From an optimization exercise on the open Yosys and OpenROAD flow, aimed at small area, a short achievable clock period and few clock cycles per item; shortcuts taken in it are not production practice.
Where RTL was checked, it was by simulation tests only, not by an equivalence proof against the original.
No functional check of the RTL was part of runs 1 and 2.
The flow treats the clock pin as an ideal source, which a real chip does not have.
Power and IR drop assume default switching activity.

$ cat design/flow/flow/run.sh
#!/bin/bash
# The standard layout with two changes:
#  - plain buf_1 cells as the port buffers (the standard flow picks a delay
#    buffer); ORFS's repair resizes them as needed;
#  - after CTS, the top of the clock tree is rebuilt (collapse_cts.tcl): no
#    middle level, and the leaf buffers shared among 3 root buffers on the
#    clock port. Each tool's output goes to a log of its own here.
set -euo pipefail
export BUFFER_PORTS_ARGS="-buffer_cell sky130_fd_sc_hd__buf_1"
export RESULTS=$PWD/orfs/results/$FLOW_PLATFORM/mnet_codec/base
export NROOTS=3
bash standard.sh cts > standard_cts.log 2>&1
openroad -no_init -exit flow/collapse_cts.tcl > collapse_cts.log 2>&1
touch $RESULTS/4_cts.sdc
bash standard.sh finish > standard_finish.log 2>&1
$ cat design/flow/flow/collapse_cts.tcl
# Rebuild the top of the clock tree after CTS:
#  1. the root buffer drives every leaf buffer directly, in place of the middle
#     level TritonCTS builds;
#  2. the leaf buffers are then split by position into NROOTS groups, each
#     driven by its own root buffer (same cell) on the clock port, so the port
#     feeds NROOTS cell pins and every flip-flop is two buffers from the port.
# All leaf buffers stay at the same depth, so the tree stays balanced.
set results $::env(RESULTS)
set nr $::env(NROOTS)
read_db $results/4_cts.odb
set block [ord::get_db_block]
set clknet [$block findNet clk]
set roots {}
foreach it [$clknet getITerms] { lappend roots [$it getInst] }
if {[llength $roots] != 1} { error "clock port drives [llength $roots] cells" }
set root [lindex $roots 0]
set rootnet [[$root findITerm X] getNet]

# 1. collapse the middle level
set mids {}
foreach it [$rootnet getITerms] {
  if {[$it isOutputSignal]} continue
  set inst [$it getInst]
  if {[string match "sky130_fd_sc_hd__clkbuf_*" [[$inst getMaster] getName]]} { lappend mids $inst }
}
set n 0
foreach m $mids {
  set onet [[$m findITerm X] getNet]
  set loads {}
  foreach it [$onet getITerms] { if {![$it isOutputSignal]} { lappend loads $it } }
  set ok 1
  foreach it $loads {
    if {![string match "sky130_fd_sc_hd__clkbuf_*" [[[$it getInst] getMaster] getName]]} { set ok 0 }
  }
  if {!$ok} continue
  foreach it $loads { $it disconnect; $it connect $rootnet }
  [$m findITerm A] disconnect
  [$m findITerm X] disconnect
  odb::dbInst_destroy $m
  odb::dbNet_destroy $onet
  incr n
}
puts "root [$root getName]: removed $n middle clock buffers"

# 2. split the leaves among nr roots (k-means on the leaf positions)
set leaves {}
foreach it [$rootnet getITerms] {
  if {[$it isOutputSignal]} continue
  set xy [$it getAvgXY]
  lappend leaves [list $it [lindex $xy 1] [lindex $xy 2]]
}
set cnt [llength $leaves]
if {$nr > 1 && $cnt >= 2 * $nr} {
  set sorted [lsort -real -index 1 $leaves]
  set cs {}
  for {set k 0} {$k < $nr} {incr k} {
    set p [lindex $sorted [expr {int(($k + 0.5) * $cnt / $nr)}]]
    lappend cs [list [lindex $p 1] [lindex $p 2]]
  }
  for {set iter 0} {$iter < 20} {incr iter} {
    set asg {}
    foreach l $leaves {
      set best 0
      set bd 1e18
      for {set k 0} {$k < $nr} {incr k} {
        set c [lindex $cs $k]
        set d [expr {abs([lindex $l 1] - [lindex $c 0]) + abs([lindex $l 2] - [lindex $c 1])}]
        if {$d < $bd} { set bd $d; set best $k }
      }
      lappend asg $best
    }
    set ncs {}
    for {set k 0} {$k < $nr} {incr k} {
      set sx 0; set sy 0; set c 0
      foreach l $leaves a $asg {
        if {$a == $k} { set sx [expr {$sx + [lindex $l 1]}]; set sy [expr {$sy + [lindex $l 2]}]; incr c }
      }
      if {$c} { lappend ncs [list [expr {$sx / $c}] [expr {$sy / $c}]] } else { lappend ncs [lindex $cs $k] }
    }
    set cs $ncs
  }
  set master [$root getMaster]
  set rloc [$root getLocation]
  for {set k 1} {$k < $nr} {incr k} {
    set inst [odb::dbInst_create $block $master "clkbuf_root_$k"]
    $inst setLocation [lindex $rloc 0] [lindex $rloc 1]
    $inst setPlacementStatus PLACED
    set net [odb::dbNet_create $block "clknet_root_$k"]
    $net setSigType CLOCK
    [$inst findITerm A] connect $clknet
    [$inst findITerm X] connect $net
    foreach l $leaves a $asg {
      if {$a == $k} { set it [lindex $l 0]; $it disconnect; $it connect $net }
    }
  }
  detailed_placement
  puts "split [llength $leaves] leaf buffers among $nr root buffers"
}
write_db $results/4_cts.odb
$ cat design/flow/standard.sh
#!/bin/bash
# synth_recipe.tcl (not shown) runs the flow's synth.tcl, then flattens the netlist and writes it again
# the make line also repeats each setting of config.mk as NAME=value (left out here)
make -C /OpenROAD-flow-scripts/flow DESIGN_CONFIG=/design/flow/config.mk WORK_HOME=/design/flow/orfs CLKGATE_MAP_FILE= SYNTH_SCRIPT=/design/flow/synth_recipe.tcl "${@:-finish}"
$ cat design/flow/config.mk
export PLATFORM = sky130hd
export DESIGN_NAME = mnet_codec
export DESIGN_NICKNAME = mnet_codec
export VERILOG_FILES = /design/flow/design.v
export SDC_FILE = /design/flow/constraint.sdc
export NUM_CORES = 4
export LEC_CHECK = 0
export CAP_MARGIN = 20
export CORE_MARGIN = 2
export CORE_UTILIZATION = 60
export CTS_CLUSTER_DIAMETER = 80
export CTS_CLUSTER_SIZE = 20
export SETUP_SLACK_MARGIN = 2.7
export SLEW_MARGIN = 20
$ cat design/flow/constraint.sdc
create_clock -name core_clock -period 4.5 [get_ports {clk}]
set_input_delay 0.9000 -clock core_clock [delete_from_list [all_inputs] [get_ports {clk}]]
set_output_delay 0.9000 -clock core_clock [all_outputs]
set_load 0.01 [all_outputs]
$ cat design/flow/design.v
module mnet_crc_step (
    input  wire [15:0] crc_in,
    input  wire [7:0]  data,
    output reg  [15:0] crc_out
);
    integer i;
    always @(*) begin
        crc_out = crc_in ^ {data, 8'h00};
        for (i = 0; i < 8; i = i + 1) begin
            if (crc_out[15])
                crc_out = {crc_out[14:0], 1'b0} ^ 16'h1021;
            else
                crc_out = {crc_out[14:0], 1'b0};
        end
    end
endmodule
module mnet_tx (
    input  wire        clk,
    input  wire        rst,
    input  wire [47:0] key,
    input  wire [3:0]  klast,
    input  wire        hdr_valid,
    output wire        hdr_ready,
    input  wire [7:0]  hdr_dst,
    input  wire [7:0]  hdr_src,
    input  wire [15:0] hdr_type,
    input  wire [7:0]  hdr_len,
    input  wire        hdr_obf,
    input  wire        pl_valid,
    output wire        pl_ready,
    input  wire [7:0]  pl_data,
    output reg         line_valid,
    input  wire        line_ready,
    output reg  [7:0]  line_data
);
    reg        s_idle, s_soh, s_hdr, s_pl, s_crch, s_crcl, s_eot;
    reg [39:0] hsr;       
    reg [7:0]  cnt;       
    reg [2:0]  idx;       
    reg        obf;
    reg [15:0] crc;
    reg        esc;       
    reg        pv;        
    reg [5:0]  ki;        
    reg [7:0]  skid;
    reg        sv;
    reg        pl_rdy;
    wire [7:0] b = hsr[39:32];
    assign hdr_ready = s_idle;
    assign pl_ready  = pl_rdy;
    wire [7:0] key_byte = ({8{ki[0]}} & key[7:0])   | ({8{ki[1]}} & key[15:8]) |
                          ({8{ki[2]}} & key[23:16]) | ({8{ki[3]}} & key[31:24]) |
                          ({8{ki[4]}} & key[39:32]) | ({8{ki[5]}} & key[47:40]);
    wire ki_wrap = |(ki[5:2] & klast);
    wire hdr_take = s_idle && hdr_valid;
    wire pl_take  = pl_valid && pl_rdy;
    wire take     = line_valid && line_ready;
    wire s_body = s_hdr || s_pl;
    wire s_crc  = s_crch || s_crcl;
    wire rdy    = !sv;                    
    wire go     = rdy && !esc;            
    wire a_idle = s_idle && rdy && hdr_valid;     
    wire a_soh  = s_soh && go;
    wire a_hdr  = s_hdr && go;
    wire a_pl   = s_pl && go && pv;
    wire a_crch = s_crch && go;
    wire a_crcl = s_crcl && go;
    wire a_eot  = s_eot && go;
    wire gen_b  = rdy && (esc || s_hdr || (s_pl && pv));       
    wire gen    = gen_b || a_idle || a_soh || a_crch || a_crcl || a_eot;
    wire bgen   = a_hdr || a_pl;                  
    wire [7:0] g = esc ? 8'hFF :
                   s_body ? b :
                   s_crc ? crc[15:8] :
                   s_eot ? 8'h04 : 8'h01;
    wire is_ff = s_crc ? (crc[15:8] == 8'hFF) : (b == 8'hFF);
    wire [15:0] crc_next;
    mnet_crc_step u_crc (.crc_in(crc), .data(b), .crc_out(crc_next));
    wire cnt_zero = (cnt == 8'd0);
    wire cnt_one  = (cnt == 8'd1);
    wire cnt_two  = (cnt == 8'd2);
    wire hdr_done = a_hdr && idx[2];
    wire pl_done  = a_pl && cnt_one;
    wire n_idle = (s_idle && !hdr_valid) || a_eot;
    wire n_soh  = (s_idle && hdr_valid && !rdy) || (s_soh && !go);
    wire n_hdr  = a_idle || a_soh || (s_hdr && !hdr_done);
    wire n_pl   = (hdr_done && !cnt_zero) || (s_pl && !pl_done);
    wire n_crch = (hdr_done && cnt_zero) || pl_done || (s_crch && !go);
    wire n_crcl = a_crch || (s_crcl && !go);
    wire n_eot  = a_crcl || (s_eot && !go);
    wire esc_n  = esc ? sv : (a_hdr || a_pl || a_crch || a_crcl) && is_ff;
    wire pv_n   = pl_take || (pv && !a_pl);
    wire sv_n   = !take && (sv || (line_valid && gen));
    wire [2:0] idx_n = s_idle ? 3'd0 : a_hdr ? idx + 3'd1 : idx;
    wire cnt_n_nz  = !(cnt_zero || (cnt_one && a_pl));
    wire cnt_n_gt1 = !(cnt_zero || cnt_one || (cnt_two && a_pl));
    wire sv_n_rdy = !line_valid && sv;                  
    wire sv_n_stl = sv || (line_valid && gen_b);        
    wire hdr_len_n = s_hdr && (idx[2] ? !a_hdr : (idx[1:0] == 2'd3) && a_hdr) && !cnt_zero && !esc_n;
    wire pl_rdy_rdy = hdr_len_n && !sv_n_rdy || n_pl && (pv_n ? cnt_n_gt1 && !esc_n && !sv_n_rdy : cnt_n_nz);
    wire pl_rdy_stl = hdr_len_n && !sv_n_stl || n_pl && (pv_n ? cnt_n_gt1 && !esc_n && !sv_n_stl : cnt_n_nz);
    always @(posedge clk) begin
        if (rst) begin
            s_idle     <= 1'b1;
            s_soh      <= 1'b0;
            s_hdr      <= 1'b0;
            s_pl       <= 1'b0;
            s_crch     <= 1'b0;
            s_crcl     <= 1'b0;
            s_eot      <= 1'b0;
            esc        <= 1'b0;
            pv         <= 1'b0;
            sv         <= 1'b0;
            line_valid <= 1'b0;
            pl_rdy     <= 1'b0;
        end else begin
            s_idle     <= n_idle;
            s_soh      <= n_soh;
            s_hdr      <= n_hdr;
            s_pl       <= n_pl;
            s_crch     <= n_crch;
            s_crcl     <= n_crcl;
            s_eot      <= n_eot;
            esc        <= esc_n;
            pv         <= pv_n;
            sv         <= sv_n;
            line_valid <= (line_valid && !line_ready) || sv || gen;
            pl_rdy     <= line_ready ? pl_rdy_rdy : pl_rdy_stl;
        end
    end
    wire [7:0] chain = s_pl ? b : 8'h00;
    always @(posedge clk) begin
        if (s_idle) begin
            hsr <= {hdr_dst, hdr_src, hdr_type, hdr_len};
            cnt <= hdr_len;
            obf <= hdr_obf && (klast != 4'd0);
            crc <= 16'h0000;
            ki  <= 6'd1;
        end else begin
            if (pl_take)
                hsr[39:32] <= obf ? (pl_data ^ key_byte ^ chain) : pl_data;
            else if (bgen && s_hdr)
                hsr[39:32] <= hsr[31:24];
            if (bgen && s_hdr)
                hsr[31:0] <= {hsr[23:0], 8'h00};
            if (bgen && s_pl)
                cnt <= cnt - 8'd1;
            if (bgen)
                crc <= crc_next;
            else if (a_crch)
                crc <= {crc[7:0], 8'h00};
            if (pl_take)
                ki <= ki_wrap ? 6'd1 : {ki[4:0], 1'b0};
        end
        idx <= idx_n;
        if (!line_valid || take)
            line_data <= sv ? skid : g;
        if (!sv)
            skid <= g;
    end
endmodule
module mnet_rx (
    input  wire        clk,
    input  wire        rst,
    input  wire [47:0] key,
    input  wire [3:0]  klast,
    input  wire        line_valid,
    input  wire [7:0]  line_data,
    input  wire        obf_in,
    output reg         out_valid,
    output reg  [7:0]  out_data,
    output reg         out_end,
    output wire [7:0]  out_status
);
    reg        iv;
    reg [7:0]  id;
    reg        io;
    reg        id_ff, id_soh, id_eot, id_zero;
    reg        p_hunt, p_hdr, p_pay, p_crc0, p_crc1, p_term;
    reg        esc;
    reg [7:0]  cnt;
    reg [15:0] crc;
    reg        obf;
    reg [7:0]  prev;
    reg [5:0]  ki;        
    reg        st_bad;    
    reg        st_crc;
    assign out_status = {6'd0, st_bad, st_crc};
    wire [7:0] key_byte = ({8{ki[0]}} & key[7:0])   | ({8{ki[1]}} & key[15:8]) |
                          ({8{ki[2]}} & key[23:16]) | ({8{ki[3]}} & key[31:24]) |
                          ({8{ki[4]}} & key[39:32]) | ({8{ki[5]}} & key[47:40]);
    wire ki_wrap = |(ki[5:2] & klast);
    wire [15:0] crc_next;
    mnet_crc_step u_crc (.crc_in(crc), .data(id), .crc_out(crc_next));
    wire body   = p_hdr || p_pay || p_crc0 || p_crc1;
    wire acc    = iv && body && (esc ? id_ff : !id_ff);
    wire lone   = iv && body && esc && !id_ff;      
    wire crc_ok = (crc == 16'h0000);
    wire start  = iv && p_hunt && id_soh;
    wire hdr_end = acc && p_hdr && cnt[2];
    wire pay_end = acc && p_pay && (cnt == 8'd1);
    always @(posedge clk) begin
        if (rst) begin
            iv        <= 1'b0;
            p_hunt    <= 1'b1;
            p_hdr     <= 1'b0;
            p_pay     <= 1'b0;
            p_crc0    <= 1'b0;
            p_crc1    <= 1'b0;
            p_term    <= 1'b0;
            out_valid <= 1'b0;
            out_end   <= 1'b0;
        end else begin
            iv        <= line_valid;
            out_valid <= acc;
            out_end   <= (iv && p_term) || lone;
            p_hunt    <= (p_hunt && !start) || (iv && p_term) || lone;
            p_hdr     <= start || (p_hdr && !lone && !hdr_end);
            p_pay     <= (hdr_end && !id_zero) || (p_pay && !lone && !pay_end);
            p_crc0    <= (hdr_end && id_zero) || pay_end || (p_crc0 && !lone && !acc);
            p_crc1    <= (p_crc0 && acc) || (p_crc1 && !lone && !acc);
            p_term    <= (p_crc1 && acc) || (p_term && !iv);
        end
    end
    always @(posedge clk) begin
        id       <= line_data;
        io       <= obf_in;
        id_ff    <= (line_data == 8'hFF);
        id_soh   <= (line_data == 8'h01);
        id_eot   <= (line_data == 8'h04);
        id_zero  <= (line_data == 8'h00);
        out_data <= (p_pay && obf) ? (id ^ key_byte ^ prev) : id;
        st_bad   <= !(p_term && id_eot && crc_ok);
        st_crc   <= p_term && id_eot && !crc_ok;
        if (p_hunt) begin
            esc  <= 1'b0;
            cnt  <= 8'd0;
            crc  <= 16'h0000;
            obf  <= io && (klast != 4'd0);
            prev <= 8'h00;
            ki   <= 6'd1;
        end else if (iv) begin
            esc <= !esc && id_ff;
            if (acc) begin
                crc <= crc_next;
                if (p_hdr)
                    cnt <= cnt[2] ? id : cnt + 8'd1;
                if (p_pay) begin
                    cnt  <= cnt - 8'd1;
                    prev <= id;
                    ki   <= ki_wrap ? 6'd1 : {ki[4:0], 1'b0};
                end
            end
        end
    end
endmodule
module mnet_codec (
    input  wire        clk,
    input  wire        rst,
    input  wire        key_wr,
    input  wire [2:0]  key_len,
    input  wire [47:0] key_data,
    input  wire        tx_hdr_valid,
    output wire        tx_hdr_ready,
    input  wire [7:0]  tx_dst,
    input  wire [7:0]  tx_src,
    input  wire [15:0] tx_type,
    input  wire [7:0]  tx_len,
    input  wire        tx_obf,
    input  wire        tx_pl_valid,
    output wire        tx_pl_ready,
    input  wire [7:0]  tx_pl_data,
    output wire        line_tx_valid,
    input  wire        line_tx_ready,
    output wire [7:0]  line_tx_data,
    input  wire        line_rx_valid,
    input  wire [7:0]  line_rx_data,
    input  wire        rx_obf,
    output wire        rx_valid,
    output wire [7:0]  rx_data,
    output wire        rx_end,
    output wire [7:0]  rx_status
);
    reg [47:0] key;
    reg [3:0]  klast;
    wire key_ok = key_wr && (key_len[2] ? (key_len[1:0] != 2'd3) : (key_len[1:0] == 2'd3));
    always @(posedge clk) begin
        if (rst)
            klast <= 4'd0;
        else if (key_ok)
            klast <= {key_len == 3'd6, key_len == 3'd5, key_len == 3'd4, key_len == 3'd3};
    end
    always @(posedge clk) begin
        if (key_ok)
            key <= key_data;
    end
    mnet_tx u_tx (
        .clk       (clk),
        .rst       (rst),
        .key       (key),
        .klast     (klast),
        .hdr_valid (tx_hdr_valid),
        .hdr_ready (tx_hdr_ready),
        .hdr_dst   (tx_dst),
        .hdr_src   (tx_src),
        .hdr_type  (tx_type),
        .hdr_len   (tx_len),
        .hdr_obf   (tx_obf),
        .pl_valid  (tx_pl_valid),
        .pl_ready  (tx_pl_ready),
        .pl_data   (tx_pl_data),
        .line_valid(line_tx_valid),
        .line_ready(line_tx_ready),
        .line_data (line_tx_data)
    );
    mnet_rx u_rx (
        .clk       (clk),
        .rst       (rst),
        .key       (key),
        .klast     (klast),
        .line_valid(line_rx_valid),
        .line_data (line_rx_data),
        .obf_in    (rx_obf),
        .out_valid (rx_valid),
        .out_data  (rx_data),
        .out_end   (rx_end),
        .out_status(rx_status)
    );
endmodule
==> results of run 1 <==
power breakdown:
group          switching [mW]  total [mW]  internal, mW
Sequential              0.112        2.44          2.33
Clock                   0.673        1.32         0.650
Combinational           0.273       0.510         0.237
Total                    1.06        4.27          3.22
registers in the layout, summed over array words and instances (netlist names), 3 cells and up, named ones only:
name / count
u_tx.crc: 16
u_rx.prev: 8
u_tx.idx: 3
u_tx.hsr: 40
u_tx.skid: 8
u_rx.id: 8
u_rx.cnt: 8
u_tx.cnt: 8
u_tx.line_data: 8
u_tx.ki: 6
u_rx.out_data: 8
u_rx.crc: 16
klast: 4
key: 48
u_rx.ki: 6
routing by layer:
| metal | wire length (um) | part of all wire, % |
|---|---|---|
| met4 | 540 | 2.2 |
| met2 | 10910 | 45 |
| met5 | 0 | 0 |
| met1 | 11130 | 46 |
| met3 | 1476 | 6.1 |
worst max-delay path, stage by stage:
cell and delay, ns:
buf_6 0.10, and2_4 0.15, ha_4 0.25, nand2b_4 0.21, clkinvlp_4 0.21, buf_4 0.18
area by class of cell:
type                       count  area, sq um  share of cell area, %
sequential                   226         5617                  48.07
multi-input combinational    641         4277                  36.60
timing repair buffer         176        943.4                  8.074
clock buffer                  22        369.1                  3.159
tap                          220        275.3                  2.356
inverter                      29        112.6                 0.9637
buffer                         2        50.05                 0.4283
timing repair inverter         4        30.03                 0.2570
clock inverter                 1        11.26                0.09637
Yosys cell counts, types with 15 or more instances:
| cell type | instances |
|---|---|
| dfxtp_1 | 120 |
| nand3_1 | 38 |
| a22oi_1 | 66 |
| mux2_2 | 31 |
| nand2_1 | 99 |
| o21ai_0 | 15 |
| nand4_1 | 21 |
| xnor2_1 | 53 |
| nor2_1 | 72 |
| clkbuf_1 | 43 |
| xor2_1 | 21 |
| nor3_1 | 16 |
| inv_1 | 29 |
| edfxtp_1 | 106 |
| a21oi_1 | 51 |
cells in the final DEF, fill, tap and decap left out, types with 27 or more instances in the layout:
master and n:
buf_4 27, a22oi_1 66, nand2_1 97, a21oi_1 50, buf_1 121, edfxtp_1 106
nand3_1 37, nor2_1 70, mux2_2 31, inv_1 27, xnor2_1 49, dfxtp_1 103
cells by family (layout without fill, tap and decap cells):
logic type,after synthesis,after routing,share of synthesized area (%)
other,1,6,0.03721
DFF,226,226,55.43
AOI/OAI and AO/OA,200,200,13.83
buffers and inverters,95,234,4.097
adders and majority gates,10,10,1.242
muxes,36,36,3.961
xor gates and xnor gates,74,74,6.432
and+or+nand+nor,313,315,14.97
timing repair:
item | 4_1_cts | 5_1_grt
resized for setup | 47 | 45
endpoints found under the hold margin | 0 | 0
pin swaps | 0 | 8
buffers inserted | 7 | 26
hold buffers | 0 | 0
endpoints found under the setup margin | 193 | 135
cloned | 2 | 4
stage by stage:
stage	area, sq um	utilization, %
after global placement	10670	64.56
final	11690	70.71
after floorplan	10140	-
after CTS	11330	68.57
after global routing	11690	70.71
after detailed placement	10670	64.56
path summary, 6_finish.rpt:
path,start,to,slack [ns],depth (start not counted)
worst min-delay path,u_tx.skid[4]$_DFF_P_,u_tx.skid[4]$_DFF_P_,0.46,2
worst max register to register,u_tx.cnt[3]$_DFFE_PP_,u_tx.pl_rdy$_SDFF_PP0_,2.75,5
worst min register to register,u_tx.skid[4]$_DFF_P_,u_tx.skid[4]$_DFF_P_,0.46,2
worst max-delay path,key_len[1],key[29]$_DFFE_PP_,2.58,6
==> results.toml, run 1 <==
[placement]
dp_cells = 1257
hpwl_um = 15420
io_buffers = 138
routabilityCongestion = 0.8510
place_ws_ns = 1.527

[yosys]
ys_ff_latch = 226
synth_flop_cell = "dfxtp_1"
netlist_top_cells_area = "edfxtp_1 (32%), dfxtp_1 (24%), a22oi_1 (4.9%), xnor2_1 (4.6%), nand2_1 (3.7%)"
yosysWarningCount = 4
synth_edf_count = 106
synth_area_per_cell_sq_um = 10.55
yosys.area.top_type_share_pct = 31.59
yosys.area.top_type = "edfxtp_1"
syn_area_sq_um = 10080
postSynth.asyncResetShare_pct = 0
ys_types = 59
syn_inst = 955
ys_seq_area_share_pct = 55.43

[critical_path]
critPathCaptureType = "flop"
cp.required_ns = 4.59
arrival_ns = 2.01
crit_path_start_kind = "primary input"
path_class = "in2reg"
critPathMaxFanout = 6

[grt]
grt_overflow = 0
grtUsageMet1_pct = 38.63
grt_pass1_wl_um = 37150
antenna_found_initial = 0
grt_use_met2_pct = 41.27
busiest_layer = "met2"
grt_max_degree = 43
grt_pass1_vias = 7006
met3_usage_pct = 4.110
grt_use_total_pct = 26.47

[drt]
first_pass_iters = 5
wl_per_cell_um = 18.21
avgViaCountPerCell = 5.827
drtAntennaViolNets = 0
drc = 0
initialDrtViolationCount = 630
vias = 7698
routed_wl_um = 24060

[clock_network]
clk_latency_ns = 0.34
cts.sink_count = 226
cts-buffers-inserted = 15
clockBufferDepth = 3
cts_tree = "done"
htreeDepth = 1
clk_pin_slew_ns = 0.08
cts-root-buf = "clkbuf_16"

[floorplan]
row_count = 47
ioPinCount = 145
die_h_um = 133.6
dieArea_sq_um = 17850
start_util_pct = 60.98
dieWidth_um = 133.6
fp.coreArea_sq_um = 16520

[timing]
setup_tns_ns = 0
setup_slack_ns = 2.578
clock_skew_ns = 0.03703
timing.final.crit_share_pct = 42.71
maxSlewViolCount = 0
grt_setup_unrepaired = "true"
tightest_slew_ns = 0.8831
slew_headroom_pct = 41.13
hold_slack_ns = 0.4574
min_period_ns = 1.922
setup_viol = 0
hold_viol = 0
fmax_mhz = 520.3

[cells_and_area]
fin_nets = 1219
fillers = 1314
n_antenna_cell = 0
post_layout_nonfiller_instances = 1321
drive_gt1_share_pct = 14.71
syn2layout_area_growth_pct = 15.96

[power_and_ir_drop]
power_density_nw_per_um2 = 365.7
ir_worst_vdd_uv = 423.1
totalPowerFinal_mw = 4.273
p_leak_nw = 3.976

[run_status]
status = "complete, no violations"

[min_path]
hp-class = "reg2reg"

[job]
maxCapViolCount = 0
==> inputs of run 2 (changes only) <==
--- a/design/flow/design.v
+++ b/design/flow/design.v
@@ -52,7 +52,6 @@
                           ({8{ki[2]}} & key[23:16]) | ({8{ki[3]}} & key[31:24]) |
                           ({8{ki[4]}} & key[39:32]) | ({8{ki[5]}} & key[47:40]);
     wire ki_wrap = |(ki[5:2] & klast);
-    wire hdr_take = s_idle && hdr_valid;
     wire pl_take  = pl_valid && pl_rdy;
     wire take     = line_valid && line_ready;
     wire s_body = s_hdr || s_pl;
@@ -284,6 +283,7 @@
     reg [47:0] key;
     reg [3:0]  klast;
     wire key_ok = key_wr && (key_len[2] ? (key_len[1:0] != 2'd3) : (key_len[1:0] == 2'd3));
+    wire key_hi = key_wr && key_len[2] && (key_len[1:0] != 2'd3);
     always @(posedge clk) begin
         if (rst)
             klast <= 4'd0;
@@ -292,7 +292,9 @@
     end
     always @(posedge clk) begin
         if (key_ok)
-            key <= key_data;
+            key[23:0] <= key_data[23:0];
+        if (key_hi)
+            key[47:24] <= key_data[47:24];
     end
     mnet_tx u_tx (
         .clk       (clk),
--- a/design/flow/config.mk
+++ b/design/flow/config.mk
@@ -5,10 +5,11 @@
 export SDC_FILE = /design/flow/constraint.sdc
 export NUM_CORES = 4
 export LEC_CHECK = 0
+export ABC_CLOCK_PERIOD_IN_PS = 2000
 export CAP_MARGIN = 20
 export CORE_MARGIN = 2
 export CORE_UTILIZATION = 60
 export CTS_CLUSTER_DIAMETER = 80
 export CTS_CLUSTER_SIZE = 20
-export SETUP_SLACK_MARGIN = 2.7
+export SETUP_SLACK_MARGIN = 2.6
 export SLEW_MARGIN = 20
==> run 2 against run 1 <==
Wire length down 2.4%. Count of clock-buffer cells in the layout unchanged. Largest cell class unchanged. Total power down 0.26%. Register-to-register slack lost 0.05 ns. Maximum frequency grew 1.4%. Largest power group unchanged. Utilization down 1.3 points. Sequential cell count stayed put. Highest routed layer unchanged. Worst setup slack improved by 0.026 ns. Still clean.
==> results.toml, run 2 <==
[drt]
drc = 0
vias = 7608
avgViaCountPerCell = 5.852
wl_per_cell_um = 18.06
drtAntennaViolNets = 0
routed_wl_um = 23480
first_pass_iters = 5
initialDrtViolationCount = 704

[timing]
setup_slack_ns = 2.604
setup_viol = 0
timing.final.crit_share_pct = 42.14
fmax_mhz = 527.3
maxSlewViolCount = 0
grt_setup_unrepaired = "true"
tightest_slew_ns = 0.7739
clock_skew_ns = 0.1763
min_period_ns = 1.896
slew_headroom_pct = 48.40
setup_tns_ns = 0
hold_viol = 0
hold_slack_ns = 0.3030

[grt]
grt_max_degree = 43
grt_overflow = 0
grt_pass1_vias = 7044
grt_pass1_wl_um = 36780
grt_use_total_pct = 25.60
antenna_found_initial = 0

[critical_path]
r2r_start = "u_tx.ki[2]$_SDFFE_PP0P_"
cp.required_ns = 3.60
critPathCaptureType = "output pin"
path_class = "reg2out"
ff2ff_setup_slack_ns = 2.70
crit_path_start_kind = "flop"
critPathMaxFanout = 5
worst-path-buf-inv = 1
cp_slowest_cell = "dfxtp_4"
max_stage_delay_ns = 0.38
r2r_cells = 5
arrival_ns = 1.00
crit_family = "flip-flops"
crit_chain = "buf_1"
timing.rr.end = "u_tx.hsr[38]$_DFFE_PP_"

[clock_network]
clockBufferDepth = 3
cts-root-buf = "clkbuf_16"
cts_tree = "done"
cts-buffers-inserted = 15
clk_latency_ns = 0.47
clk_pin_slew_ns = 0.08
htreeDepth = 1
ctsHoldBuffers = 0
cts.sink_count = 226

[power_and_ir_drop]
power_density_nw_per_um2 = 370.4
ir_worst_vdd_uv = 418.9
p_leak_nw = 3.869

[yosys]
ys_types = 66
synth_edf_count = 106
synth_most_common_cell = "dfxtp_1"
postSynth.asyncResetShare_pct = 0
netlist_top_cells_area = "edfxtp_1 (31%), dfxtp_1 (24%), a22oi_1 (4.9%), xnor2_1 (4.8%), mux2_2 (3.4%)"
yosys.area.top_type = "edfxtp_1"
syn_area_sq_um = 10180
ys_seq_area_share_pct = 54.84
ys_ff_latch = 226
synth_flop_cell = "dfxtp_1"
synth_area_per_cell_sq_um = 10.66
yosysWarningCount = 4
syn_inst = 955
synth_common_cells = "dfxtp_1 (120), edfxtp_1 (106), nand2_1 (89), nor2_1 (73), a22oi_1 (66)"
yosys.area.top_type_share_pct = 31.25

[cells_and_area]
layout_commonest_cell = "buf_1"
drive_gt1_share_pct = 12.69
n_antenna_cell = 0
final_cell_mix = "buf_1 (125), dfxtp_1 (110), edfxtp_1 (106), nand2_1 (87), nor2_1 (71)"
largest_register_ffs = 48
largestRegisters = "key (48), u_tx.hsr (40)"
fin_nets = 1198
largest_register = "key"
syn2layout_area_growth_pct = 12.96

[job]
maxCapViolCount = 0

[min_path]
whs_endpoint = "u_rx.st_crc$_DFF_P_"
min_from = "u_rx.id_eot$_DFF_P_"
hp-class = "reg2reg"
hold_depth = 2

[floorplan]
ioPinCount = 145
die_h_um = 134.3
dieWidth_um = 134.3
dieArea_sq_um = 18030
fp.coreArea_sq_um = 16580
start_util_pct = 61.42
row_count = 47

[placement]
io_buffers = 138
place_ws_ns = 1.904
routabilityCongestion = 0.8387
hpwl_um = 15640

[run_status]
status = "complete, no violations"
-- run 2: what timing repair did --
item / 4_1_cts / 5_1_grt
resized for setup: 18 / 28
cloned: 1 / 2
pin swaps: 0 / 2
setup endpoints to repair: 158 / 98
buffers inserted: 3 / 12
-- run 2: where the power goes --
part           switching (mW)  total [mW]  internal (mW)
Clock                   0.677        1.35          0.678
Combinational           0.263       0.483          0.220
Sequential              0.104        2.42           2.32
-- run 2: through the flow --
step                      cell area [sq um]  instances  power [mW]  utilization (%)
final                                 11500       1300       4.262            69.38
after global routing                  11500       1300       4.428            69.38
after CTS                             11270       1285       4.236            67.93
after detailed placement              10730       1256       2.904            64.69
after global placement                10730       1256       2.900            64.69
after floorplan                       10230        960       2.754                -
-- run 2: cell type report --
cell class,count,area [sq um]
Sequential cell,226,5605
Fill cell,1321,5079
Multi-Input combinational cell,640,4290
Timing Repair Buffer,158,758.2
Clock buffer,22,380.4
Tap cell,220,275.3
Inverter,29,112.6
Buffer,2,50.05
Clock inverter,2,25.02
Timing Repair inverter,1,7.507
-- run 2: how the worst max path moves through the flow --
| stage | end | cells past startpoint | slack [ns] | from |
|---|---|---|---|---|
| after CTS | tx_hdr_ready | 1 | 2.34 | u_tx.s_idle$_SDFF_PP1_ |
| after global placement | klast[3]$_SDFFE_PP0P_ | 7 | 1.98 | key_len[0] |
| after floorplan | klast[2]$_SDFFE_PP0P_ | 6 | 2.30 | key_len[0] |
| after detailed placement | klast[2]$_SDFFE_PP0P_ | 7 | 1.90 | key_len[0] |
| final | tx_hdr_ready | 1 | 2.60 | u_tx.s_idle$_SDFF_PP1_ |
| after global routing | tx_hdr_ready | 1 | 2.57 | u_tx.s_idle$_SDFF_PP1_ |
-- run 2: cell families after synthesis --
family          Yosys count  synth area share [%]
compound gates          201                 14.18
fa+ha+maj                10                 1.229
simple gates            311                 15.02
flops                   226                 54.84
xor+xnor                 75                 6.450
other cells               1               0.03682
mux                      35                 3.821
buf+inv                  96                 4.422
-- run 2: per-layer routing --
metal | track usage [%] | routed length [um] | vias to the layer above
met3 | 4.649 | 1471 | 36
met4 | 7.368 | 449 | 0
li1 | - | - | 3680
met1 | 38.35 | 11110 | 3604
met2 | 38.21 | 10460 | 288
met5 | 0 | 0 | -
==> inputs of run 3 (changes only) <==
--- a/design/flow/design.v
+++ b/design/flow/design.v
@@ -96,8 +96,12 @@
     wire sv_n_rdy = !line_valid && sv;                  
     wire sv_n_stl = sv || (line_valid && gen_b);        
     wire hdr_len_n = s_hdr && (idx[2] ? !a_hdr : (idx[1:0] == 2'd3) && a_hdr) && !cnt_zero && !esc_n;
-    wire pl_rdy_rdy = hdr_len_n && !sv_n_rdy || n_pl && (pv_n ? cnt_n_gt1 && !esc_n && !sv_n_rdy : cnt_n_nz);
-    wire pl_rdy_stl = hdr_len_n && !sv_n_stl || n_pl && (pv_n ? cnt_n_gt1 && !esc_n && !sv_n_stl : cnt_n_nz);
+    wire pv_keep    = pv && !a_pl;
+    wire pl_due2    = n_pl && cnt_n_gt1 && !esc_n;
+    wire pl_rdy_rt  = hdr_len_n && !sv_n_rdy || pl_due2 && !sv_n_rdy;
+    wire pl_rdy_rn  = hdr_len_n && !sv_n_rdy || n_pl && (pv_keep ? cnt_n_gt1 && !esc_n && !sv_n_rdy : cnt_n_nz);
+    wire pl_rdy_st  = hdr_len_n && !sv_n_stl || pl_due2 && !sv_n_stl;
+    wire pl_rdy_sn  = hdr_len_n && !sv_n_stl || n_pl && (pv_keep ? cnt_n_gt1 && !esc_n && !sv_n_stl : cnt_n_nz);
     always @(posedge clk) begin
         if (rst) begin
             s_idle     <= 1'b1;
@@ -124,7 +128,8 @@
             pv         <= pv_n;
             sv         <= sv_n;
             line_valid <= (line_valid && !line_ready) || sv || gen;
-            pl_rdy     <= line_ready ? pl_rdy_rdy : pl_rdy_stl;
+            pl_rdy     <= line_ready ? (pl_take ? pl_rdy_rt : pl_rdy_rn)
+                                     : (pl_take ? pl_rdy_st : pl_rdy_sn);
         end
     end
     wire [7:0] chain = s_pl ? b : 8'h00;
==> run 3 against run 2 <==
Total power shrank 2.0%. Still clean on timing, DRC and antenna. Die area fell by 0.71%. Clock skew fell by 0.15 ns. Highest routed layer unchanged.
==> results.toml, run 3 <==
[critical_path]
worst-path-buf-inv = 3
cp_slowest_cell = "and2_4"
arrival_ns = 1.92
r2r_cells = 5
ff2ff_setup_slack_ns = 2.66
crit_path_start_kind = "primary input"
crit_chain = "buf_1 > and2_4 > ha_4 > nand2b_4 > clkinvlp_4 > buf_4"
path_class = "in2reg"
r2r_start = "u_tx.ki[2]$_SDFFE_PP0P_"
crit_family = "buffers and inverters"
critPathMaxFanout = 7
timing.rr.end = "u_tx.hsr[36]$_DFFE_PP_"
critPathCaptureType = "flop"
cp.required_ns = 4.54
crit_start = "key_len[1]"
max_stage_delay_ns = 0.20

[yosys]
syn_area_sq_um = 10110
postSynth.asyncResetShare_pct = 0
synth_common_cells = "dfxtp_1 (120), edfxtp_1 (106), nand2_1 (86), nor2_1 (78), a22oi_1 (66)"
ys_ff_latch = 226
ys_seq_area_share_pct = 55.25
synth_most_common_cell = "dfxtp_1"
synth_edf_count = 106
netlist_top_cells_area = "edfxtp_1 (31%), dfxtp_1 (24%), a22oi_1 (4.9%), xnor2_1 (4.4%), mux2_2 (3.3%)"
ys_types = 63
yosys.area.top_type = "edfxtp_1"
synth_area_per_cell_sq_um = 10.59
syn_inst = 955
synth_flop_cell = "dfxtp_1"
yosysWarningCount = 4
yosys.area.top_type_share_pct = 31.49

[cells_and_area]
n_antenna_cell = 0
layout_commonest_cell = "buf_1"
fillers = 1335
multiInputGateArea_sq_um = 4213
layout.area.seq_sq_um = 5602
largest_register_ffs = 48
drive_gt1_share_pct = 9.656
syn2layout_area_growth_pct = 12.64
final_cell_mix = "buf_1 (134), dfxtp_1 (113), edfxtp_1 (106), nand2_1 (84), nor2_1 (77)"
fin_nets = 1195
largestRegisters = "key (48), u_tx.hsr (40)"
largest_register = "key"

[placement]
place_ws_ns = 1.952
routabilityCongestion = 0.8661
hpwl_um = 15410
io_buffers = 138

[min_path]
hp-class = "reg2reg"
min_from = "u_rx.id_eot$_DFF_P_"
hold_depth = 2
whs_endpoint = "u_rx.st_crc$_DFF_P_"

[power_and_ir_drop]
ir_worst_vdd_uv = 341.7
power_density_nw_per_um2 = 366.7
p_leak_nw = 3.861

[timing]
setup_slack_ns = 2.615
setup_viol = 0
clock_skew_ns = 0.02422
grt_setup_unrepaired = "false"
setup_tns_ns = 0
maxSlewViolCount = 0
timing.final.crit_share_pct = 41.88
tightest_slew_ns = 0.8516
min_period_ns = 1.885
fmax_mhz = 530.6
slew_headroom_pct = 43.23
hold_viol = 0

[grt]
grt_use_total_pct = 25.37
antenna_found_initial = 0
grt_pass1_vias = 6922
grt_pass1_wl_um = 36160
grt_overflow = 0
grt_max_degree = 60

[clock_network]
clockBufferDepth = 3
cts-buffers-inserted = 15
cts-root-buf = "clkbuf_16"
clk_pin_slew_ns = 0.08
cts.sink_count = 226
cts_tree = "done"
htreeDepth = 1
clk_latency_ns = 0.32

[floorplan]
dieWidth_um = 133.8
ioPinCount = 145
die_h_um = 133.8
fp.coreArea_sq_um = 16520
start_util_pct = 61.18
dieArea_sq_um = 17900
row_count = 47

[drt]
drc = 0
wl_per_cell_um = 17.60
avgViaCountPerCell = 5.758
initialDrtViolationCount = 480
first_pass_iters = 5
drtAntennaViolNets = 0
vias = 7468
routed_wl_um = 22830

[run_status]
status = "complete, no violations"

[job]
maxCapViolCount = 0
==> run 3: cell types whose count changed in the layout (fill, tap and decap cells not counted), moves of 4 or more <==
| cell | change |
|---|---|
| nor3b_1 | +10 |
| a21oi_1 | +14 |
| nand2_2 | -9 |
| clkbuf_2 | -8 |
| xor2_1 | +4 |
| buf_1 | +9 |
| nor2_1 | +6 |
| nand3_1 | +7 |
| xnor2_1 | -5 |
| nand3b_1 | -8 |
| nand4_1 | -11 |
| a21oi_2 | -8 |
==> run 3: cells by family (layout without fill, tap and decap cells) <==
| family | after synthesis | in the layout | share of synthesized area [%] |
|---|---|---|---|
| AND/OR/NAND/NOR | 305 | 305 | 14.44 |
| flip-flops | 226 | 226 | 55.25 |
| AO/OA/AOI/OAI | 207 | 207 | 14.29 |
| buffers and inverters | 96 | 213 | 4.270 |
| XOR/XNOR | 75 | 75 | 6.634 |
| multiplexers | 35 | 35 | 3.837 |
| adder cells (fa/ha/maj) | 10 | 10 | 1.238 |
| other | 1 | 6 | 0.03709 |
==> run 3: cell type report <==
class / count / share of cell area, %
plain buffers: 2 / 0.4395
clock buffers: 21 / 3.208
repair inverters: 1 / 0.06593
inverters: 29 / 0.9889
multi-input cells: 638 / 37.00
well taps: 220 / 2.417
repair buffers: 158 / 6.549
clock inverters: 2 / 0.1428
flip-flops and latches: 226 / 49.19
==> run 3: stage by stage <==
step	instances	power [mW]	hold slack, ns	area (sq um)	utilization, %
2_1_floorplan	960	2.758	0.4150	10170	-
3_3_place_gp	1255	2.897	0.4390	10670	64.59
3_5_place_dp	1255	2.903	0.4452	10670	64.59
4_1_cts	1284	4.203	0.4571	11180	67.64
5_1_grt	1297	4.345	0.4735	11390	68.91
6_report	1297	4.176	0.4546	11390	68.91
==> run 3: per-layer routing <==
layer	up-vias	track usage [%]	wire length [um]	part of all wire [%]
met5	-	0	0	0
met4	0	6.442	352	1.5
met3	26	5.593	1573	6.9
met2	287	37.66	10060	44
met1	3495	37.97	10840	47
li1	3660	-	-	-
==> run 3: where the power goes <==
| part | total [mW] | internal (mW) | switching, mW |
|---|---|---|---|
| registers | 2.41 | 2.32 | 0.0974 |
| clock network | 1.29 | 0.648 | 0.642 |
| logic | 0.472 | 0.217 | 0.256 |
==> run 3: worst max path at each step <==
stage / slack, ns / depth (start not counted) / endpoint
global placement: 2.00 / 7 / klast[3]$_SDFFE_PP0P_
detailed placement: 1.95 / 7 / klast[3]$_SDFFE_PP0P_
floorplan: 2.30 / 6 / klast[3]$_SDFFE_PP0P_
CTS: 2.49 / 3 / key[43]$_DFFE_PP_
global route: 2.60 / 3 / u_tx.hsr[2]$_SDFFCE_PN0P_
finish: 2.62 / 6 / key[1]$_DFFE_PP_
==> run 3: worst reg2reg max path, stage by stage, from the launching register on <==
cell and delay [ns]:
dfxtp_1 0.70, a22oi_1 0.19, nand3_1 0.22, xnor2_1 0.12, a2111o_1 0.41, nand3_1 0.08
==> run 3: what timing repair did <==
item,CTS,global route
gates cloned,1,1
hold buffers,0,0
buffers inserted,3,12
pin swaps,0,6
setup endpoints to repair,180,77
resized for setup,16,19
Testbench counts of run 3, summed over its fixed seeds: cycles 27,589, items 384.
==> inputs of run 4 (changes only) <==
--- a/design/flow/flow/collapse_cts.tcl
+++ b/design/flow/flow/collapse_cts.tcl
@@ -2,8 +2,9 @@
 #  1. the root buffer drives every leaf buffer directly, in place of the middle
 #     level TritonCTS builds;
 #  2. the leaf buffers are then split by position into NROOTS groups, each
-#     driven by its own root buffer (same cell) on the clock port, so the port
-#     feeds NROOTS cell pins and every flip-flop is two buffers from the port.
+#     driven by its own root buffer (same cell) placed in the middle of the
+#     group, on the clock port, so the port feeds NROOTS cell pins and every
+#     flip-flop is two buffers from the port.
 # All leaf buffers stay at the same depth, so the tree stays balanced.
 set results $::env(RESULTS)
 set nr $::env(NROOTS)
@@ -80,10 +81,15 @@
     set cs $ncs
   }
   set master [$root getMaster]
-  set rloc [$root getLocation]
+  # each root buffer sits at the middle of its group of leaf buffers
+  set rw [$master getWidth]
+  set rh [$master getHeight]
+  set c0 [lindex $cs 0]
+  $root setLocation [expr {int([lindex $c0 0] - $rw / 2)}] [expr {int([lindex $c0 1] - $rh / 2)}]
   for {set k 1} {$k < $nr} {incr k} {
     set inst [odb::dbInst_create $block $master "clkbuf_root_$k"]
-    $inst setLocation [lindex $rloc 0] [lindex $rloc 1]
+    set c [lindex $cs $k]
+    $inst setLocation [expr {int([lindex $c 0] - $rw / 2)}] [expr {int([lindex $c 1] - $rh / 2)}]
     $inst setPlacementStatus PLACED
     set net [odb::dbNet_create $block "clknet_root_$k"]
     $net setSigType CLOCK
==> run 4 against run 3 <==
Count of clock-buffer cells in the layout unchanged. Register-to-register slack better by 0.05 ns. Synthesized cell count did not move. Wire length fell by 0.25%. Critical path type unchanged. Combinational power barely moved. Still clean. Clock power about the same. Area after synthesis did not move. Global-route usage about the same. Final area is essentially flat. Total power is 0.28% lower. Largest cell class unchanged. Critical endpoint is now key[5]$_DFFE_PP_. Via count grew 0.20%.
==> results.toml, run 4 <==
[floorplan]
dieArea_sq_um = 17900
row_count = 47
fp.coreArea_sq_um = 16520
start_util_pct = 61.18
die_h_um = 133.8
dieWidth_um = 133.8
ioPinCount = 145

[cells_and_area]
final_cell_mix = "buf_1 (133), dfxtp_1 (111), edfxtp_1 (106), nand2_1 (84), nor2_1 (77)"
largestRegisters = "key (48), u_tx.hsr (40)"
largest_register_ffs = 48
n_antenna_cell = 0
fin_area_sq_um = 11380
fin_util_pct = 68.86
fin_nets = 1194
drive_gt1_share_pct = 9.851
largest_register = "key"
syn2layout_area_growth_pct = 12.55
fillers = 1323
layout_commonest_cell = "buf_1"

[yosys]
synth_top_family_by_area = "simple AND/OR/NAND/NOR gates"
postSynth.asyncResetShare_pct = 0
synthSimpleGateAreaFrac_pct = 14.44
synth_area_per_cell_sq_um = 10.59
synthXorXnorAreaFrac_pct = 6.634
syn_area_sq_um = 10110
synth_most_common_cell = "dfxtp_1"
netlist_top_cells_area = "edfxtp_1 (31%), dfxtp_1 (24%), a22oi_1 (4.9%), xnor2_1 (4.4%), mux2_2 (3.3%)"
ys_seq_area_share_pct = 55.25
yosysWarningCount = 4
yosys.area.top_type = "edfxtp_1"
ys_types = 63
ys_ff_latch = 226
synth.area.mux_share_pct = 3.837
synth_flop_cell = "dfxtp_1"
synth_common_cells = "dfxtp_1 (120), edfxtp_1 (106), nand2_1 (86), nor2_1 (78), a22oi_1 (66)"
synth_compound_area_share_pct = 14.29
syn_inst = 955
yosys.area.top_type_share_pct = 31.49
synth_edf_count = 106
yosys.area_share.adder_pct = 1.238

[placement]
placed_cell_area_sq_um = 10670
routabilityCongestion = 0.8661
hpwl_um = 15410
place_ws_ns = 1.952
io_buffers = 138

[clock_network]
htreeDepth = 1
clk_latency_ns = 0.32
clockBufferDepth = 3
cts-buffers-inserted = 15
clk_pin_slew_ns = 0.08
cts.sink_count = 226
cts-root-buf = "clkbuf_16"
ctsHoldBuffers = 0
cts_tree = "done"

[grt]
antenna_found_initial = 0
grt_use_total_pct = 25.35
grt_pass1_vias = 6952
grt_pass1_wl_um = 36150
grt_overflow = 0
grt_max_degree = 60

[timing]
grt_setup_unrepaired = "true"
setup_slack_ns = 2.619
setup_viol = 0
hold_viol = 0
min_period_ns = 1.881
fmax_mhz = 531.6
clock_skew_ns = 0.03352
setup_tns_ns = 0
tightest_slew_ns = 0.8466
timing.final.crit_share_pct = 41.81
slew_headroom_pct = 43.56
maxSlewViolCount = 0

[drt]
first_pass_iters = 5
wl_per_cell_um = 17.57
vias = 7483
avgViaCountPerCell = 5.774
drc = 0
initialDrtViolationCount = 524
routed_wl_um = 22770
drtAntennaViolNets = 0

[critical_path]
cp_slowest_cell = "ha_4"
critPathCaptureType = "flop"
arrival_ns = 1.94
crit_path_start_kind = "primary input"
max_stage_delay_ns = 0.25
critPathMaxFanout = 12
path_class = "in2reg"
crit_chain = "clkbuf_2 > and2_4 > ha_4 > nand2b_4 > clkinvlp_4 > buf_12"
cp.required_ns = 4.56

[power_and_ir_drop]
p_leak_nw = 3.860
ir_worst_vdd_uv = 342.2
power_density_nw_per_um2 = 366.0

[run_status]
status = "complete, no violations"

[min_path]
hp-class = "reg2reg"

[job]
maxCapViolCount = 0
## run 4: where the power goes
part	switching [mW]	internal, mW	leakage (nW)
registers	0.0972	2.32	2.03
logic	0.254	0.216	1.62
clock network	0.633	0.648	0.210
## run 4: logic make-up (layout without fill, tap and decap cells)
kind of cell | Yosys count | after routing
other | 1 | 6
flip-flops | 226 | 226
adder cells (fa/ha/maj) | 10 | 10
AND/OR/NAND/NOR | 305 | 305
buffers and inverters | 96 | 212
XOR/XNOR | 75 | 75
AO/OA/AOI/OAI | 207 | 207
multiplexers | 35 | 35
## run 4: what timing repair did
item / 4_1_cts / 5_1_grt
resized for setup: 16 / 22
pin swaps: 0 / 5
cloned: 1 / 1
buffers inserted: 3 / 11
setup endpoints to repair: 180 / 93
## run 4: final timing paths
check                          startpoint                     end  slack, ns  cells after the start
setup reg to reg  u_tx.ki[3]$_SDFFE_PP0P_  u_tx.hsr[36]$_DFFE_PP_       2.71                      5
hold reg to reg       u_rx.id_eot$_DFF_P_     u_rx.st_crc$_DFF_P_       0.45                      2
setup / recovery               key_len[0]        key[5]$_DFFE_PP_       2.62                      6
hold / removal        u_rx.id_eot$_DFF_P_     u_rx.st_crc$_DFF_P_       0.45                      2
## run 4: area by class of cell
cell class	count	area [sq um]	area share, %
sequential	226	5604	49.25
multi-input combinational	638	4208	36.98
timing repair buffer	157	739.5	6.499
clock buffer	21	365.4	3.211
tap	220	275.3	2.419
inverter	29	112.6	0.9897
buffer	2	50.05	0.4399
clock inverter	2	16.27	0.1430
timing repair inverter	1	7.507	0.06598
## run 4: per-layer routing
layer | routed length (um) | track usage, % | share of wire [%] | vias to the layer above
met1 | 10800 | 37.97 | 47 | 3503
met3 | 1568 | 4.837 | 6.9 | 39
met2 | 9928 | 37.64 | 44 | 279
li1 | - | - | - | 3662
met4 | 475 | 7.565 | 2.1 | 0
met5 | 0 | 0 | 0 | -
## run 4: through the flow
step	std cells	hold slack [ns]	power [mW]
after global routing	1296	0.4735	4.325
after floorplan	960	0.4150	2.758
after detailed placement	1255	0.4452	2.903
final	1296	0.4546	4.164
after global placement	1255	0.4390	2.897
after CTS	1284	0.4571	4.203
## run 4: worst max-delay path, delay by kind of cell
family	cells	cell delay, ns
AND/OR/NAND/NOR	2	0.36
buffers and inverters	3	0.43
adder cells (fa/ha/maj)	1	0.25
==> inputs of run 5 (changes only) <==
==> design/flow/config.mk (replaced) <==
export PLATFORM = sky130hd
export DESIGN_NAME = mnet_codec
export DESIGN_NICKNAME = mnet_codec
export VERILOG_FILES = /design/flow/design.v
export SDC_FILE = /design/flow/constraint.sdc
export NUM_CORES = 4
export LEC_CHECK = 0
export CAP_MARGIN = 20
export CORE_MARGIN = 2
export CORE_UTILIZATION = 60
export CTS_CLUSTER_DIAMETER = 80
export CTS_CLUSTER_SIZE = 20
export SETUP_SLACK_MARGIN = 2.5
export SLEW_MARGIN = 20
==> run 5 against run 4 <==
Still clean. Sequential cell count did not move. Synthesized cell count did not move. Total power fell by 0.54%. Global-route usage rose by 0.48 points. Largest cell class unchanged.
==> results.toml, run 5 <==
[critical_path]
r2r_start = "u_tx.ki[2]$_SDFFE_PP0P_"
critPathCapture = "key[17]$_DFFE_PP_"
path_class = "in2reg"
timing.rr.end = "u_tx.hsr[36]$_DFFE_PP_"
crit_start = "key_len[0]"
arrival_ns = 1.93
ff2ff_setup_slack_ns = 2.64
cp.required_ns = 4.49
r2r_cells = 5
crit_path_start_kind = "primary input"
critPathCaptureType = "flop"
critPathMaxFanout = 13

[cells_and_area]
drive_gt1_share_pct = 7.880
fillers = 1339
final_cell_mix = "buf_1 (138), dfxtp_1 (114), edfxtp_1 (106), nand2_1 (85), nor2_1 (76)"
syn2layout_area_growth_pct = 11.04
fin_nets = 1185
largestRegisters = "key (48), u_tx.hsr (40)"
fin_area_sq_um = 11230
largest_register = "key"
layout_commonest_cell = "buf_1"
n_antenna_cell = 0
largest_register_ffs = 48

[yosys]
ys_types = 63
syn_inst = 955
syn_area_sq_um = 10110
synth_flop_cell = "dfxtp_1"
netlist_top_cells_area = "edfxtp_1 (31%), dfxtp_1 (24%), a22oi_1 (4.9%), xnor2_1 (4.4%), mux2_2 (3.3%)"
ys_seq_area_share_pct = 55.25
synth_area_per_cell_sq_um = 10.59
synth_edf_count = 106
yosys.area.top_type_share_pct = 31.49
postSynth.asyncResetShare_pct = 0
ys_ff_latch = 226
yosys.area.top_type = "edfxtp_1"
synth_common_cells = "dfxtp_1 (120), edfxtp_1 (106), nand2_1 (86), nor2_1 (78), a22oi_1 (66)"
yosysWarningCount = 4
synth_most_common_cell = "dfxtp_1"

[min_path]
hp-class = "reg2reg"
hold_depth = 2

[grt]
grt_pass1_vias = 6928
antenna_found_initial = 0
grt_pass1_wl_um = 36250
grt_use_total_pct = 25.83
grt_max_degree = 60
grt_overflow = 0

[placement]
placed_cell_area_sq_um = 10660
io_buffers = 138
hpwl_um = 15610
routabilityCongestion = 0.8373

[drt]
drc = 0
drtAntennaViolNets = 0
routed_wl_um = 22830
wl_per_cell_um = 17.75
wl_met1_um = 10870
vias = 7424
met3WireLength_um = 1547
initialDrtViolationCount = 467
first_pass_iters = 5
dr.max_layer_used = "met4"
wl_met2_um = 10090
avgViaCountPerCell = 5.773

[floorplan]
die_h_um = 133.8
fp.coreArea_sq_um = 16520
ioPinCount = 145
dieArea_sq_um = 17900
dieWidth_um = 133.8
row_count = 47
start_util_pct = 61.18

[timing]
timing.final.crit_share_pct = 43.06
min_period_ns = 1.938
slew_headroom_pct = 44.69
setup_tns_ns = 0
hold_viol = 0
grt_setup_unrepaired = "true"
clock_skew_ns = 0.02641
setup_viol = 0
tightest_slew_ns = 0.8296
maxSlewViolCount = 0
fmax_mhz = 516.0

[clock_network]
cts-root-buf = "clkbuf_16"
cts_tree = "done"
clk_latency_ns = 0.32
cts-buffers-inserted = 15
clk_pin_slew_ns = 0.08
htreeDepth = 1
cts.sink_count = 226
clockBufferDepth = 3

[job]
maxCapViolCount = 0

[power_and_ir_drop]
p_leak_nw = 3.778
ir_worst_vdd_uv = 407.6
power_density_nw_per_um2 = 368.9

[run_status]
status = "complete, no violations"
## run 5: cell counts after synthesis
Identical to the previous run, type by type.
## run 5: what timing repair did
item                                    in CTS  in global routing
pin swaps                                    0                  1
hold buffers                                 0                  0
resized for setup                            8                 12
cloned                                       0                  2
endpoints found under the hold margin        0                  0
endpoints found under the setup margin     133                 89
buffers inserted                             3                  3
## run 5: power breakdown
part / total [mW] / switching, mW / internal (mW) / leakage (nW)
clock: 1.27 / 0.632 / 0.634 / 0.202
combinational: 0.463 / 0.254 / 0.209 / 1.54
sequential: 2.41 / 0.0959 / 2.32 / 2.03
## run 5: metal layers
metal  up-vias  track usage (%)
met3        22            4.913
met4         0            7.565
met2       246            38.72
met1      3505            38.43
li1       3651                -
met5         -                0
## run 5: logic make-up after synthesis
| family | count (synthesis) | share of synthesized area [%] |
|---|---|---|
| other | 1 | 0.03709 |
| buffers and inverters | 96 | 4.270 |
| XOR/XNOR | 75 | 6.634 |
| adder cells (fa/ha/maj) | 10 | 1.238 |
| AO/OA/AOI/OAI | 207 | 14.29 |
| AND/OR/NAND/NOR | 305 | 14.44 |
| multiplexers | 35 | 3.837 |
| flip-flops | 226 | 55.25 |
## run 5: worst max-delay path, cell delays in order
cell and delay (ns):
buf_1 0.10, and2_4 0.19, ha_4 0.25, nand2b_4 0.18
clkinvlp_4 0.31
## run 5: through the flow
| stage | utilization (%) | setup slack, ns | total power, mW | hold slack [ns] | instances |
|---|---|---|---|---|---|
| floorplan | - | 2.305 | 2.758 | 0.4150 | 960 |
| global placement | 64.51 | 1.946 | 2.896 | 0.4454 | 1254 |
| detailed placement | 64.51 | 1.919 | 2.901 | 0.4484 | 1254 |
| CTS | 67.42 | 2.451 | 4.201 | 0.4641 | 1281 |
| global route | 67.93 | 2.488 | 4.318 | 0.4959 | 1286 |
| finish | 67.93 | 2.562 | 4.142 | 0.4605 | 1286 |
## run 5: cell type report
cell class | instances | area, sq um | area share (%)
Buffer | 2 | 50.05 | 0.4458
Clock buffer | 21 | 355.3 | 3.165
Timing Repair inverter | 1 | 7.507 | 0.06687
Multi-Input combinational cell | 639 | 4204 | 37.45
Tap cell | 220 | 275.3 | 2.452
Sequential cell | 226 | 5595 | 49.84
Inverter | 29 | 112.6 | 1.003
Timing Repair Buffer | 147 | 609.3 | 5.428
Clock inverter | 1 | 16.27 | 0.1449
## run 5: worst min path at each step
stage | startpoint | endpoint | slack, ns
after floorplan | u_rx.id_eot$_DFF_P_ | u_rx.st_crc$_DFF_P_ | 0.42
after global placement | u_tx.skid[5]$_DFF_P_ | u_tx.skid[5]$_DFF_P_ | 0.45
after detailed placement | u_tx.skid[4]$_DFF_P_ | u_tx.skid[4]$_DFF_P_ | 0.45
after CTS | u_tx.skid[4]$_DFF_P_ | u_tx.skid[4]$_DFF_P_ | 0.46
after global routing | u_rx.prev[3]$_SDFFE_PP0P_ | u_rx.prev[3]$_SDFFE_PP0P_ | 0.50
final | u_tx.skid[5]$_DFF_P_ | u_tx.skid[5]$_DFF_P_ | 0.46
==> inputs of run 6 (changes only) <==
--- a/design/flow/config.mk
+++ b/design/flow/config.mk
@@ -10,5 +10,5 @@
 export CORE_UTILIZATION = 60
 export CTS_CLUSTER_DIAMETER = 80
 export CTS_CLUSTER_SIZE = 20
-export SETUP_SLACK_MARGIN = 2.5
+export SETUP_SLACK_MARGIN = 2.55
 export SLEW_MARGIN = 20
==> run 6 against run 5 <==
Maximum frequency grew 2.4%. Register-to-register slack is essentially flat. Global-route usage grew 0.14 points. Total power grew 0.64%. Utilization grew 0.40 points. Count of clock-buffer cells in the layout grew 1. Die area is the same. Largest cell class unchanged. Area after synthesis is the same. Synthesized cell count is the same. Sequential cell count is the same. Critical path type unchanged. Worst hold slack lost 0.0036 ns. Final cell count grew 0.39%.
==> results.toml, run 6 <==
[grt]
grt_overflow = 0
grt_use_total_pct = 25.96
grt_pass1_wl_um = 36450
grt_pass1_vias = 6995
grt_max_degree = 43
antenna_found_initial = 1

[yosys]
ys_ff_latch = 226
ys_types = 63
synth_area_per_cell_sq_um = 10.59
synth_common_cells = "dfxtp_1 (120), edfxtp_1 (106), nand2_1 (86), nor2_1 (78), a22oi_1 (66)"
yosys.area.top_type_share_pct = 31.49
yosysWarningCount = 4
syn_area_sq_um = 10110
netlist_top_cells_area = "edfxtp_1 (31%), dfxtp_1 (24%), a22oi_1 (4.9%), xnor2_1 (4.4%), mux2_2 (3.3%)"
syn_inst = 955
synth_most_common_cell = "dfxtp_1"
synth_flop_cell = "dfxtp_1"
ys_seq_area_share_pct = 55.25
synth_edf_count = 106
yosys.area.top_type = "edfxtp_1"
postSynth.asyncResetShare_pct = 0

[drt]
drtAntennaViolNets = 0
first_pass_iters = 5
drc = 0
vias = 7598
avgViaCountPerCell = 5.885
routed_wl_um = 23470
wl_per_cell_um = 18.18
initialDrtViolationCount = 608

[cells_and_area]
largest_register = "key"
layout_commonest_cell = "buf_1"
post_layout_nonfiller_instances = 1291
fin_nets = 1189
n_antenna_cell = 0
largestRegisters = "key (48), u_tx.hsr (40)"
syn2layout_area_growth_pct = 11.70
final_cell_mix = "buf_1 (135), dfxtp_1 (112), edfxtp_1 (106), nand2_1 (85), nor2_1 (76)"
drive_gt1_share_pct = 8.777
largest_register_ffs = 48

[floorplan]
start_util_pct = 61.18
fp.coreArea_sq_um = 16520
row_count = 47
die_h_um = 133.8
dieArea_sq_um = 17900
dieWidth_um = 133.8
ioPinCount = 145

[timing]
maxSlewViolCount = 0
grt_setup_unrepaired = "true"
slew_headroom_pct = 43.02
fmax_mhz = 528.3
min_period_ns = 1.893
setup_tns_ns = 0
hold_slack_ns = 0.4569
tightest_slew_ns = 0.8547
clock_skew_ns = 0.03146
timing.final.crit_share_pct = 42.06
hold_viol = 0
setup_viol = 0

[power_and_ir_drop]
power_density_nw_per_um2 = 369.1
ir_worst_vdd_uv = 407.9
totalPowerFinal_mw = 4.168
p_leak_nw = 3.821

[min_path]
hp-class = "reg2reg"
hold_depth = 2
min_from = "u_tx.skid[5]$_DFF_P_"
whs_endpoint = "u_tx.skid[5]$_DFF_P_"

[critical_path]
crit_start = "key_len[0]"
ff2ff_setup_slack_ns = 2.63
crit_path_start_kind = "primary input"
path_class = "in2reg"
critPathMaxFanout = 12
timing.rr.end = "u_tx.hsr[37]$_DFFE_PP_"
r2r_cells = 5
arrival_ns = 1.91
cp.required_ns = 4.51
critPathCaptureType = "flop"
r2r_start = "u_tx.ki[2]$_SDFFE_PP0P_"

[clock_network]
clk_latency_ns = 0.33
htreeDepth = 1
cts.sink_count = 226
cts-root-buf = "clkbuf_16"
clockBufferDepth = 3
clk_pin_slew_ns = 0.08
ctsHoldBuffers = 0
cts_tree = "done"
cts-buffers-inserted = 15

[placement]
routabilityCongestion = 0.8381
io_buffers = 138
hpwl_um = 15720
dp_cells = 1253

[job]
maxCapViolCount = 0

[run_status]
status = "complete, no violations"
[run 6: cell count changes in the layout (fill, tap and decap cells not counted), sizes merged]
cell / before / now
clkinv: 0 / 1
nand2: 87 / 88
inv: 29 / 28
buf: 147 / 148
clkbuf: 23 / 26
[run 6: where the power goes]
part           leakage, nW  internal (mW)  switching [mW]
logic                 1.59          0.215           0.259
registers             2.03           2.32          0.0970
clock network        0.202          0.636           0.646
total                 3.82           3.17            1.00
[run 6: layout make-up]
class	instances	area [sq um]
Buffer	2	50.05
Clock buffer	22	359.1
Clock inverter	1	16.27
Fill cell	1335	5233
Inverter	29	112.6
Multi-Input combinational cell	640	4223
Sequential cell	226	5600
Tap cell	220	275.3
Timing Repair Buffer	150	648.1
Timing Repair inverter	1	7.507
[run 6: cell families after synthesis]
kind of cell | synth area share (%)
and+or+nand+nor | 14.44
DFF | 55.25
muxes | 3.837
buffers and inverters | 4.270
AOI/OAI and AO/OA | 14.29
adders and majority gates | 1.238
other | 0.03709
xor gates and xnor gates | 6.634
[run 6: repair_timing]
item,in CTS,in global routing
hold endpoints to repair,0,0
pin swaps,0,3
resized for setup,14,14
endpoints found under the setup margin,177,100
gates cloned,1,2
buffers inserted,4,6
[run 6: worst max-delay path by stage]
stage                     slack [ns]                       end  cells after the start
after floorplan                 2.30     klast[3]$_SDFFE_PP0P_                      6
after global placement          1.97   u_tx.ki[1]$_SDFFE_PP0P_                      6
after detailed placement        1.90    u_tx.hsr[23]$_DFFE_PP_                      3
after CTS                       2.46         key[36]$_DFFE_PP_                      3
after global routing            2.51  u_rx.cnt[7]$_SDFFE_PP0P_                      7
final                           2.61         key[22]$_DFFE_PP_                      6
[run 6: routing by layer]
metal	GRT usage (%)	vias up	wire length (um)
met5	0	-	16
met4	9.043	2	625
met3	5.215	45	1810
met2	38.38	312	10140
met1	38.32	3585	10880
li1	-	3654	-
[run 6: through the flow]
stage | instance area [sq um] | setup slack [ns] | utilization (%)
2_1_floorplan | 10170 | 2.305 | -
6_report | 11290 | 2.607 | 68.34
5_1_grt | 11290 | 2.506 | 68.34
3_5_place_dp | 10660 | 1.904 | 64.50
4_1_cts | 11180 | 2.456 | 67.65
3_3_place_gp | 10660 | 1.975 | 64.50
[run 6: critical path: stages]
cell	delay [ns]
buf_1	0.15
and2_4	0.20
ha_4	0.20
nand2b_4	0.19
clkinvlp_4	0.13
buf_12	0.14

## static timing again, ports no longer ideal
How much do the figures lean on ideal ports? The routed layouts below were timed once more, with nothing changed but the port constraints.
Step 1: set_driving_cell puts a clkbuf_16 on clk and a buf_2 on each other input, an assumption about the parent block.
Step 2 times the ports against the registers' clock, not the clock port: input delays grow and output delays shrink by t, the midpoint of the rising clock arrivals with the driver on.
a / b / c = no drivers / after step 1 / after step 2; a / b = the first two.
run	shift t [ns]	setup slack, ns	worst setup path after step 2	worst data-port slew with drivers (ns)
run 1	0.386	2.578 / 2.610 / 2.224	input to register	0.06
run 2	0.449	2.604 / 2.537 / 2.209	input to register	0.05
run 3	0.374	2.615 / 2.659 / 2.284	input to register	0.06
run 4	0.380	2.619 / 2.673 / 2.293	input to register	0.06
run 5	0.390	2.562 / 2.620 / 2.235	input to register	0.06
run 6	0.386	2.607 / 2.596 / 2.277	input to register	0.07
After both steps every run listed still meets setup and hold. The setup slack of run 2, which loses most, moves by -0.067 ns with the drivers and by -0.395 ns with both steps.
